What follows belongs to an exercise in optimizing a design on an open flow for small area, a short achievable clock period and few clock cycles; a production flow would make more cautious choices. Function was checked by simulation only, so behaviour that the tests miss may differ from the original. No activity file was given, so power comes from the tool's default toggle rates.

==> flow/design.v <==
module dec_classify (
    input  wire        clk,
    input  wire        rst,       
    input  wire        start,     
    input  wire [1:0]  len,       
    input  wire [15:0] k0,        
    input  wire [15:0] k1,        
    output wire        ready,
    output reg         done,
    output reg  [2:0]  family,    
    output reg  [10:0] t2         
);
    localparam [9:0] T_FIRST = 10'd300;
    localparam [9:0] T_LAST  = 10'd795;
    localparam [9:0] T_STEP  = 10'd5;
    localparam [1:0] S_IDLE = 2'd0, S_SCAN = 2'd1, S_RES = 2'd2;
    reg [1:0]  state;
    reg [9:0]  t;
    reg [15:0] a, b;
    reg        has0, has1;
    reg        f_aeha, f_nec, f_sony, f_iris;
    reg [9:0]  lo_aeha, hi_aeha, lo_nec, hi_nec;
    reg [9:0]  lo_sony, hi_sony, lo_iris, hi_iris;
    assign ready = (state == S_IDLE);
    function automatic is_mult;
        input [15:0] x;
        input [16:0] lower;   
        input [16:0] upper;   
        begin
            is_mult = ({1'b0, x} >= lower) && ({1'b0, x} < upper);
        end
    endfunction
    wire [16:0] w7  = t * 17'd7;
    wire [16:0] w9  = t * 17'd9;
    wire [16:0] w15 = t * 17'd15;
    wire [16:0] w17 = t * 17'd17;
    wire [16:0] w19 = t * 17'd19;
    wire [16:0] w31 = t * 17'd31;
    wire [16:0] w33 = t * 17'd33;
    wire a_m4  = has0 && is_mult(a, w7,  w9);
    wire a_m8  = has0 && is_mult(a, w15, w17);
    wire a_m9  = has0 && is_mult(a, w17, w19);
    wire a_m16 = has0 && is_mult(a, w31, w33);
    wire b_m4  = has1 && is_mult(b, w7,  w9);
    wire b_m8  = has1 && is_mult(b, w15, w17);
    wire b_m9  = has1 && is_mult(b, w17, w19);
    wire hit_aeha = a_m8  && b_m4;
    wire hit_nec  = a_m16 && b_m8;
    wire hit_sony = a_m4;
    wire hit_iris = a_m9  && b_m9;
    reg [2:0]  sel_family;
    reg [10:0] sel_t2;        
    always @(*) begin
        if (f_aeha) begin
            sel_family = 3'd1;
            sel_t2     = {1'b0, lo_aeha} + {1'b0, hi_aeha};
        end else if (f_nec) begin
            sel_family = 3'd2;
            sel_t2     = {1'b0, lo_nec} + {1'b0, hi_nec};
        end else if (f_sony) begin
            sel_family = 3'd3;
            sel_t2     = {1'b0, lo_sony} + {1'b0, hi_sony};
        end else if (f_iris) begin
            sel_family = 3'd4;
            sel_t2     = {1'b0, lo_iris} + {1'b0, hi_iris};
        end else begin
            sel_family = 3'd0;
            sel_t2     = 11'd0;
        end
    end
    always @(posedge clk) begin
        if (rst) begin
            state  <= S_IDLE;
            done   <= 1'b0;
            family <= 3'd0;
            t2     <= 11'd0;
        end else begin
            done <= 1'b0;
            case (state)
                S_IDLE: begin
                    if (start) begin
                        a      <= k0;
                        b      <= k1;
                        has0   <= (len != 2'd0);
                        has1   <= len[1];
                        t      <= T_FIRST;
                        f_aeha <= 1'b0;
                        f_nec  <= 1'b0;
                        f_sony <= 1'b0;
                        f_iris <= 1'b0;
                        state  <= S_SCAN;
                    end
                end
                S_SCAN: begin
                    if (hit_aeha) begin
                        if (!f_aeha) lo_aeha <= t;
                        hi_aeha <= t;
                        f_aeha  <= 1'b1;
                    end
                    if (hit_nec) begin
                        if (!f_nec) lo_nec <= t;
                        hi_nec <= t;
                        f_nec  <= 1'b1;
                    end
                    if (hit_sony) begin
                        if (!f_sony) lo_sony <= t;
                        hi_sony <= t;
                        f_sony  <= 1'b1;
                    end
                    if (hit_iris) begin
                        if (!f_iris) lo_iris <= t;
                        hi_iris <= t;
                        f_iris  <= 1'b1;
                    end
                    if (t == T_LAST)
                        state <= S_RES;
                    else
                        t <= t + T_STEP;
                end
                default: begin  
                    family <= sel_family;
                    t2     <= sel_t2;
                    done   <= 1'b1;
                    state  <= S_IDLE;
                end
            endcase
        end
    end
endmodule
module irpc_decode (
    input  wire        clk,
    input  wire        rst,         
    input  wire        in_valid,
    input  wire [15:0] in_tick,
    input  wire        in_last,
    output wire        in_ready,
    output reg         out_valid,
    output reg  [2:0]  out_kind,
    output reg  [15:0] out_data
);
    localparam [2:0] K_HEAD = 3'd1, K_SYM = 3'd2, K_END = 3'd3,
                     K_REPEAT = 3'd4, K_DONE = 3'd5;
    localparam [2:0] F_UNKNOWN = 3'd0, F_AEHA = 3'd1, F_NEC = 3'd2,
                     F_SONY = 3'd3, F_IRIS = 3'd4;
    localparam [19:0] NEC_FRAME_TICKS = 20'd216000;
    localparam [2:0] S_K0    = 3'd0,    
                     S_K1    = 3'd1,    
                     S_CLS   = 3'd2,    
                     S_HEAD  = 3'd3,    
                     S_BODY  = 3'd4;    
    localparam [1:0] P_NEC_BITS = 2'd0, P_NEC_RPT = 2'd1,
                     P_AEHA = 2'd2, P_DRAIN = 2'd3;
    reg [2:0]  state;
    reg [1:0]  phase;
    reg [15:0] k0, k1;
    reg [1:0]  len;
    reg        eoi;                     
    reg        cls_start;
    reg [2:0]  fam;
    reg [10:0] t2;
    reg [15:0] w [0:3];
    reg [2:0]  wc;                      
    reg [19:0] acc;                     
    reg [15:0] nsym;                    
    reg [15:0] pend;                    
    wire        cls_ready, cls_done;
    wire [2:0]  cls_family;
    wire [10:0] cls_t2;
    dec_classify u_cls (
        .clk(clk), .rst(rst), .start(cls_start), .len(len), .k0(k0), .k1(k1),
        .ready(cls_ready), .done(cls_done), .family(cls_family), .t2(cls_t2)
    );
    function automatic ge;
        input [15:0] x;
        input [5:0]  c;
        input [10:0] tt;
        reg   [16:0] p;
        begin
            p  = c * tt;
            ge = ({x, 1'b0} >= p);
        end
    endfunction
    function automatic is_m;
        input [15:0] x;
        input [4:0]  m;
        input [10:0] tt;
        begin
            is_m = ge(x, {m, 1'b0} - 6'd1, tt) && !ge(x, {m, 1'b0} + 6'd1, tt);
        end
    endfunction
    wire win_full  = (wc == 3'd4);
    wire step_ok   = (state == S_BODY) && (win_full || eoi);
    assign in_ready = ((state == S_K0) || (state == S_K1) ||
                       (state == S_BODY && !win_full)) && !eoi;
    wire take = in_valid && in_ready;
    wire       p_is1   = is_m(w[0], 5'd1, t2);
    wire       s_is1   = is_m(w[1], 5'd1, t2);
    wire       s_is3   = is_m(w[1], 5'd3, t2);
    wire [1:0] nec_sym = (p_is1 && s_is1) ? 2'd0 : (p_is1 && s_is3) ? 2'd1 : 2'd2;
    wire       nec_rpt = is_m(w[0], 5'd16, t2) && is_m(w[1], 5'd4, t2);
    wire       s_tracer = ge(w[1], 6'd7, t2);        
    wire [1:0] aeha_sym = s_is3 ? 2'd1 : s_is1 ? 2'd0 : 2'd2;
    wire       aeha_ldr = (wc == 3'd4) && is_m(w[2], 5'd8, t2) && is_m(w[3], 5'd4, t2);
    integer n;
    always @(posedge clk) begin
        if (rst) begin
            state     <= S_K0;
            eoi       <= 1'b0;
            wc        <= 3'd0;
            cls_start <= 1'b0;
            out_valid <= 1'b0;
            out_kind  <= 3'd0;
            out_data  <= 16'd0;
        end else begin
            out_valid <= 1'b0;
            cls_start <= 1'b0;
            if (take && state == S_BODY) begin
                w[wc] <= in_tick;
                wc    <= wc + 3'd1;
                if (in_last) eoi <= 1'b1;
            end
            case (state)
                S_K0: if (take) begin
                    k0 <= in_tick;
                    if (in_last) begin
                        len       <= 2'd1;
                        eoi       <= 1'b1;
                        cls_start <= 1'b1;
                        state     <= S_CLS;
                    end else
                        state <= S_K1;
                end
                S_K1: if (take) begin
                    k1        <= in_tick;
                    len       <= 2'd2;
                    if (in_last) eoi <= 1'b1;
                    cls_start <= 1'b1;
                    state     <= S_CLS;
                end
                S_CLS: if (cls_done) begin
                    fam   <= cls_family;
                    t2    <= cls_t2;
                    acc   <= {4'd0, k0} + {4'd0, k1};
                    nsym  <= 16'd0;
                    pend  <= 16'd0;
                    wc    <= 3'd0;
                    state <= S_HEAD;
                end
                S_HEAD: begin
                    if (fam != F_SONY) begin
                        out_valid <= 1'b1;
                        out_kind  <= K_HEAD;
                        out_data  <= {fam, 2'b00, t2};
                    end
                    case (fam)
                        F_NEC:   phase <= P_NEC_BITS;
                        F_AEHA:  phase <= P_AEHA;
                        default: phase <= P_DRAIN;
                    endcase
                    state <= S_BODY;
                end
                S_BODY: if (step_ok) begin
                    case (phase)
                        P_NEC_BITS: begin
                            if (wc < 3'd2 || acc >= NEC_FRAME_TICKS) begin
                                out_valid <= 1'b1;
                                out_kind  <= K_END;
                                out_data  <= nsym;
                                phase     <= P_NEC_RPT;
                            end else if (nec_sym == 2'd2) begin
                                pend <= pend + 16'd1;
                                acc  <= acc + {4'd0, w[0]} + {4'd0, w[1]};
                                for (n = 0; n < 2; n = n + 1) w[n] <= w[n + 2];
                                wc   <= wc - 3'd2;
                            end else if (pend != 16'd0) begin
                                out_valid <= 1'b1;
                                out_kind  <= K_SYM;
                                out_data  <= 16'd2;
                                pend      <= pend - 16'd1;
                                nsym      <= nsym + 16'd1;
                            end else begin
                                out_valid <= 1'b1;
                                out_kind  <= K_SYM;
                                out_data  <= {14'd0, nec_sym};
                                nsym      <= nsym + 16'd1;
                                acc  <= acc + {4'd0, w[0]} + {4'd0, w[1]};
                                for (n = 0; n < 2; n = n + 1) w[n] <= w[n + 2];
                                wc   <= wc - 3'd2;
                            end
                        end
                        P_NEC_RPT: begin
                            if (wc < 3'd2) begin
                                out_valid <= 1'b1;
                                out_kind  <= K_DONE;
                                out_data  <= 16'd0;
                                eoi       <= 1'b0;
                                wc        <= 3'd0;
                                state     <= S_K0;
                            end else begin
                                if (nec_rpt) begin
                                    out_valid <= 1'b1;
                                    out_kind  <= K_REPEAT;
                                    out_data  <= 16'd0;
                                end
                                for (n = 0; n < 2; n = n + 1) w[n] <= w[n + 2];
                                wc <= wc - 3'd2;
                            end
                        end
                        P_AEHA: begin
                            if (wc < 3'd2) begin
                                out_valid <= 1'b1;
                                if (nsym != 16'd0) begin
                                    out_kind <= K_END;
                                    out_data <= nsym;
                                    nsym     <= 16'd0;
                                end else begin
                                    out_kind <= K_DONE;
                                    out_data <= 16'd0;
                                    eoi      <= 1'b0;
                                    wc       <= 3'd0;
                                    state    <= S_K0;
                                end
                            end else if (s_tracer) begin
                                if (aeha_ldr) begin
                                    out_valid <= 1'b1;
                                    out_kind  <= K_END;
                                    out_data  <= nsym;
                                    nsym      <= 16'd0;
                                    wc        <= 3'd0;
                                end else begin
                                    for (n = 0; n < 3; n = n + 1) w[n] <= w[n + 1];
                                    wc <= wc - 3'd1;
                                end
                            end else begin
                                out_valid <= 1'b1;
                                out_kind  <= K_SYM;
                                out_data  <= {14'd0, aeha_sym};
                                nsym      <= nsym + 16'd1;
                                for (n = 0; n < 2; n = n + 1) w[n] <= w[n + 2];
                                wc <= wc - 3'd2;
                            end
                        end
                        default: begin  
                            if (eoi && wc == 3'd0) begin
                                out_valid <= 1'b1;
                                out_kind  <= K_DONE;
                                out_data  <= (fam == F_SONY) ? 16'd5 : 16'd0;
                                eoi       <= 1'b0;
                                state     <= S_K0;
                            end else
                                wc <= 3'd0;
                        end
                    endcase
                end
                default: state <= S_K0;
            endcase
        end
    end
endmodule
==> flow/run.sh <==
#!/bin/bash
# synth_recipe.tcl (not shown) runs the flow's synth.tcl, then flattens the netlist and writes it again
# the make line also repeats each setting of config.mk as NAME=value (left out here)
make -C /OpenROAD-flow-scripts/flow DESIGN_CONFIG=/design/flow/config.mk WORK_HOME=/design/flow/orfs CLKGATE_MAP_FILE= SYNTH_SCRIPT=/design/flow/synth_recipe.tcl finish
==> flow/config.mk <==
export PLATFORM = sky130hd
export DESIGN_NAME = irpc_decode
export DESIGN_NICKNAME = irpc_decode
export VERILOG_FILES = /design/flow/design.v
export SDC_FILE = /design/flow/constraint.sdc
export NUM_CORES = 4
export LEC_CHECK = 0
export CAP_MARGIN = 20
export CORE_MARGIN = 2
export CORE_UTILIZATION = 40
export SLEW_MARGIN = 20
==> flow/constraint.sdc <==
create_clock -name core_clock -period 8.0 [get_ports {clk}]
set_input_delay 1.6000 -clock core_clock [delete_from_list [all_inputs] [get_ports {clk}]]
set_output_delay 1.6000 -clock core_clock [all_outputs]
set_load 0.01 [all_outputs]
==> impl_metrics.env <==
export IMPL_grt_antenna_before_repair=2
export IMPL_regToRegEndpoint="pend[15]"
export IMPL_cts_buffers_inserted=40
export IMPL_cts_htree_levels=2
export IMPL_ff_latch_area_um2=9730
export IMPL_rsz0062_at_grt="false"
export IMPL_critPathLaunch="t2[2]"
export IMPL_yosys_area_share_adder=0.304
export IMPL_insertion_delay_ns=0.60
export IMPL_slew_violations=0
export IMPL_gp_congestion=0.950
export IMPL_viasPerCell=5.67
export IMPL_pre_cts_slack_ns=0.598
export IMPL_drtIter0Drc=1784
export IMPL_synth_seq_cells=339
export IMPL_min_to="fam[1]"
export IMPL_drc_errors=0
export IMPL_routedWlPerCell_um=20.9
export IMPL_ant_nets=0
export IMPL_cp_num_cells=30
export IMPL_swShare=0.333
export IMPL_syn_num_nets=3868
export IMPL_whs_path_depth=0
export IMPL_synthCells=3131
export IMPL_holdCritStartpoint="u_cls.family[1]"
export IMPL_cpLargestDelayFamily="compound AO/OA/AOI/OAI gates"
export IMPL_grt_max_degree=61
export IMPL_tightest_slew_ns=1.03
export IMPL_yosys_area_share_simple=0.113
export IMPL_crit_arrival_ns=7.60
export IMPL_skew_ns=0.0567
export IMPL_switchingPower_mw=1.98
export IMPL_cpPeakStageDelay_ns=0.56
export IMPL_hold_viol_final=0
export IMPL_cp_slowest_cell="a2111oi_2"
export IMPL_clockPowerShare=0.312
export IMPL_syn_area_um2=31900
export IMPL_root_buffer="clkbuf_16"
export IMPL_period_minus_slack_ns=7.33
export IMPL_grt_first_pass_wirelength_mm=141
export IMPL_vdd_drop_max_mv=0.166
export IMPL_grt_overflow=0
export IMPL_relSlewSlack=0.304
export IMPL_setup_viol=0
export IMPL_antenna_cells=0
export IMPL_p_leak_nw=14.8
export IMPL_synth_top_family_by_area="adder cells"
export IMPL_synth_edf_count=294
export IMPL_ios=41
export IMPL_synth_seq_area_share=0.305
export IMPL_synth_compound_area_frac=0.172
export IMPL_async_reset_ff_frac=0
export IMPL_num_nets_final=3951
export IMPL_vias=24300
export IMPL_r2r_start="t2[2]"
export IMPL_synth_area_mux_share=0.00882
export IMPL_grt_pass1_vias=24300
export IMPL_crit_top_cell="nor2_1"
export IMPL_drv_cap=0
export IMPL_p_comb_frac=0.340
export IMPL_drtPass1Iterations=5
export IMPL_start_util=0.404
export IMPL_die_x_um=286
export IMPL_tritoncts="yes"
export IMPL_layout_setup_ws_ns=0.670
export IMPL_ys_types=86
export IMPL_area_delta_synth_final_pct=10.2
export IMPL_r2r_cells=30
export IMPL_status="complete, no violations"
export IMPL_grt_util_met1=0.297
export IMPL_clockBufferDepth=3
export IMPL_synth_xor_area_share=0.0585
export IMPL_grt_busiest_layer="met2"
export IMPL_crit_fanout=14
export IMPL_hold_path_class="reg -> reg"
export IMPL_p_int_mw=3.96
export IMPL_met3_usage=0.0242
export IMPL_hold_ws_ns=0.429
export IMPL_path_clk_slew_ns=0.06
export IMPL_drive_above_1_share=0.0542
export IMPL_syn_avg_cell_area_um2=10.2
export IMPL_hpwl_mm=71.3
export IMPL_max_freq_mhz=136
export IMPL_die_y_um=286
export IMPL_io_buffers=40
export IMPL_rrSetupSlack_ns=0.67
export IMPL_synthFlopType="edfxtp_1"
export IMPL_setup_tns_ns=0
export IMPL_worst_setup_path_start_kind="flop"
export IMPL_grt_use_total=0.220
export IMPL_required_ns=8.27
export IMPL_use_met2=0.364
export IMPL_fin_crit_sh=0.916
export IMPL_wirelength_mm=89.9
export IMPL_rows=103
export IMPL_crit_type="reg -> reg"
export IMPL_die_area_um2=82000
export IMPL_critPathBufInv=2
export IMPL_multi_input_area_um2=21000
export IMPL_power_density_nw_per_um2=169
export IMPL_crit_path_end_kind="flop"
export IMPL_ys_warn_count=2
export IMPL_fill_cells=7521
export IMPL_clock_sinks=339
export IMPL_postLayoutCoreUtil=0.445
export IMPL_pwr_share_seq=0.348
export IMPL_core_area_um2=79000
==> timing repair <==
item / 4_1_cts / 5_1_grt
resized for setup: 0 / 1
setup endpoints to repair: 0 / 1
setup buffers: 0 / 5
hold endpoints to repair: 0 / 0
hold buffers: 0 / 0
==> layer usage <==
metal | share of wire | vias to the layer above
li1 | - | 11800
met1 | 0.45 | 11800
met2 | 0.46 | 591
met3 | 0.046 | 163
met4 | 0.038 | 2
met5 | 0.00014 | -
==> placed cells by master, fill, tap and decap left out, types with 17 or more instances in the layout <==
cell type	Yosys	layout
fa_1	97	97
nand4_1	27	27
o21bai_1	38	38
a221o_1	35	35
nand3_1	80	79
nand2_1	149	149
xnor2_1	142	142
and3_1	17	17
a21oi_1	219	219
o211ai_1	23	23
buf_4	4	54
nor4_1	20	20
a21o_1	88	87
a221oi_1	21	21
edfxtp_1	294	294
ha_1	620	620
o21ai_0	137	137
clkdlybuf4s50_1	0	39
inv_1	255	255
a2111oi_0	20	19
nor2b_1	56	56
xor2_1	71	71
and2_1	38	38
nor3_1	63	61
a31oi_1	23	23
mux2_2	17	17
a211oi_1	32	32
nand2b_1	45	45
o21a_1	35	35
nor2_1	173	172
clkbuf_16	0	42
dfxtp_1	45	45
==> per-stage QoR <==
stage          area [um^2]  instances  power [mW]
3_5_place_dp         33800       4217        4.10
6_report             35100       4295        5.94
4_1_cts              35100       4290        5.98
2_1_floorplan        31900       3131        3.58
3_3_place_gp         33800       4217        4.08
5_1_grt              35100       4295        6.33
==> power by group through the flow <==
| stage | combinational [mW] | clock (mW) | sequential (mW) |
|---|---|---|---|
| floorplan | 1.50 | 0 | 2.08 |
| global route | 2.30 | 1.96 | 2.07 |
| detailed placement | 2.00 | 0 | 2.10 |
| finish | 2.02 | 1.85 | 2.07 |
| global placement | 1.98 | 0 | 2.10 |
| CTS | 2.02 | 1.89 | 2.07 |
==> synth_stat cells, types with 8 or more instances <==
cell | number | area [um^2]
xor2_1 | 71 | 622
edfxtp_1 | 294 | 8830
xnor2_1 | 142 | 1240
a21oi_1 | 219 | 1100
fa_1 | 97 | 1940
a2111oi_0 | 20 | 175
a221o_1 | 35 | 350
mux2i_1 | 9 | 90.1
a221oi_1 | 21 | 184
nand4_1 | 27 | 169
o21ai_0 | 137 | 686
dfxtp_1 | 45 | 901
a21boi_0 | 13 | 97.6
o21bai_1 | 38 | 285
nor4_1 | 20 | 125
nand3_1 | 80 | 400
o41ai_1 | 10 | 87.6
or3_1 | 14 | 87.6
inv_1 | 255 | 957
nor2_1 | 173 | 649
o2111ai_1 | 12 | 105
clkbuf_1 | 38 | 143
or2_2 | 8 | 50.1
nand2b_1 | 45 | 282
and2_1 | 38 | 238
nor2b_1 | 56 | 350
a211oi_1 | 32 | 240
ha_1 | 620 | 7760
mux2_2 | 17 | 191
a21o_1 | 88 | 661
and3_1 | 17 | 106
o211ai_1 | 23 | 173
nor3_1 | 63 | 315
o21a_1 | 35 | 263
nand2_1 | 149 | 559
a31oi_1 | 23 | 144
o31ai_1 | 14 | 105
==> how the worst max path moves through the flow <==
stage | end | slack [ns]
6_report | pend[15] | 0.67
5_1_grt | pend[15] | 0.13
4_1_cts | pend[15] | 0.54
3_5_place_dp | pend[15] | 0.60
3_3_place_gp | pend[15] | 0.61
2_1_floorplan | pend[15] | 0.66
==> layout make-up <==
class	count	area share
multi-input cells	2480	0.597
clock buffers	56	0.0320
inverters	258	0.0276
flip-flops and latches	339	0.277
clock inverters	17	0.00580
repair buffers	95	0.0234
well taps	1050	0.0374
==> cells by family (layout without fill, tap and decap cells) <==
kind of cell	count (synthesis)	in the layout
DFF	339	339
AOI/OAI and AO/OA	802	802
muxes	26	26
and+or+nand+nor	722	722
xor gates and xnor gates	213	213
adders and majority gates	717	717
buffers and inverters	312	426
==> flip-flops by register name, indices dropped and copies added, names as in the netlist, 11 cells and up <==
name / flops
u_cls.a: 16
u_cls.b: 16
t2: 11
w: 64
k1: 16
acc: 20
nsym: 16
u_cls.t2: 11
pend: 16
out_data: 16
k0: 16
Testbench counts, summed over its fixed seeds: cycles 42,842.

==> what the ideal ports hide <==
How much do the figures lean on ideal ports? The routed layout below was timed once more, with nothing changed but the port constraints.
Step 1, drivers: a clkbuf_16 drives clk and a buf_2 each remaining input, both assumed.
Step 2 adds t to the input delays and takes it off the output delays; t is the mean of the earliest and latest rising clock arrival at the registers after step 1. Input paths then give back, and output paths get back, about the clock's delay inside the block.
a / b / c = ideal / step 1 / step 2; a / b = the first two.
t, ns: 0.631
slack for setup (ns): 0.670 / 0.670 / 0.670
hold WS [ns]: 0.429 / 0.429 / 0.429
After both steps this run still meets setup and hold. The setup slack of this run moves by 0.000 ns with the drivers and by 0.000 ns with both steps.
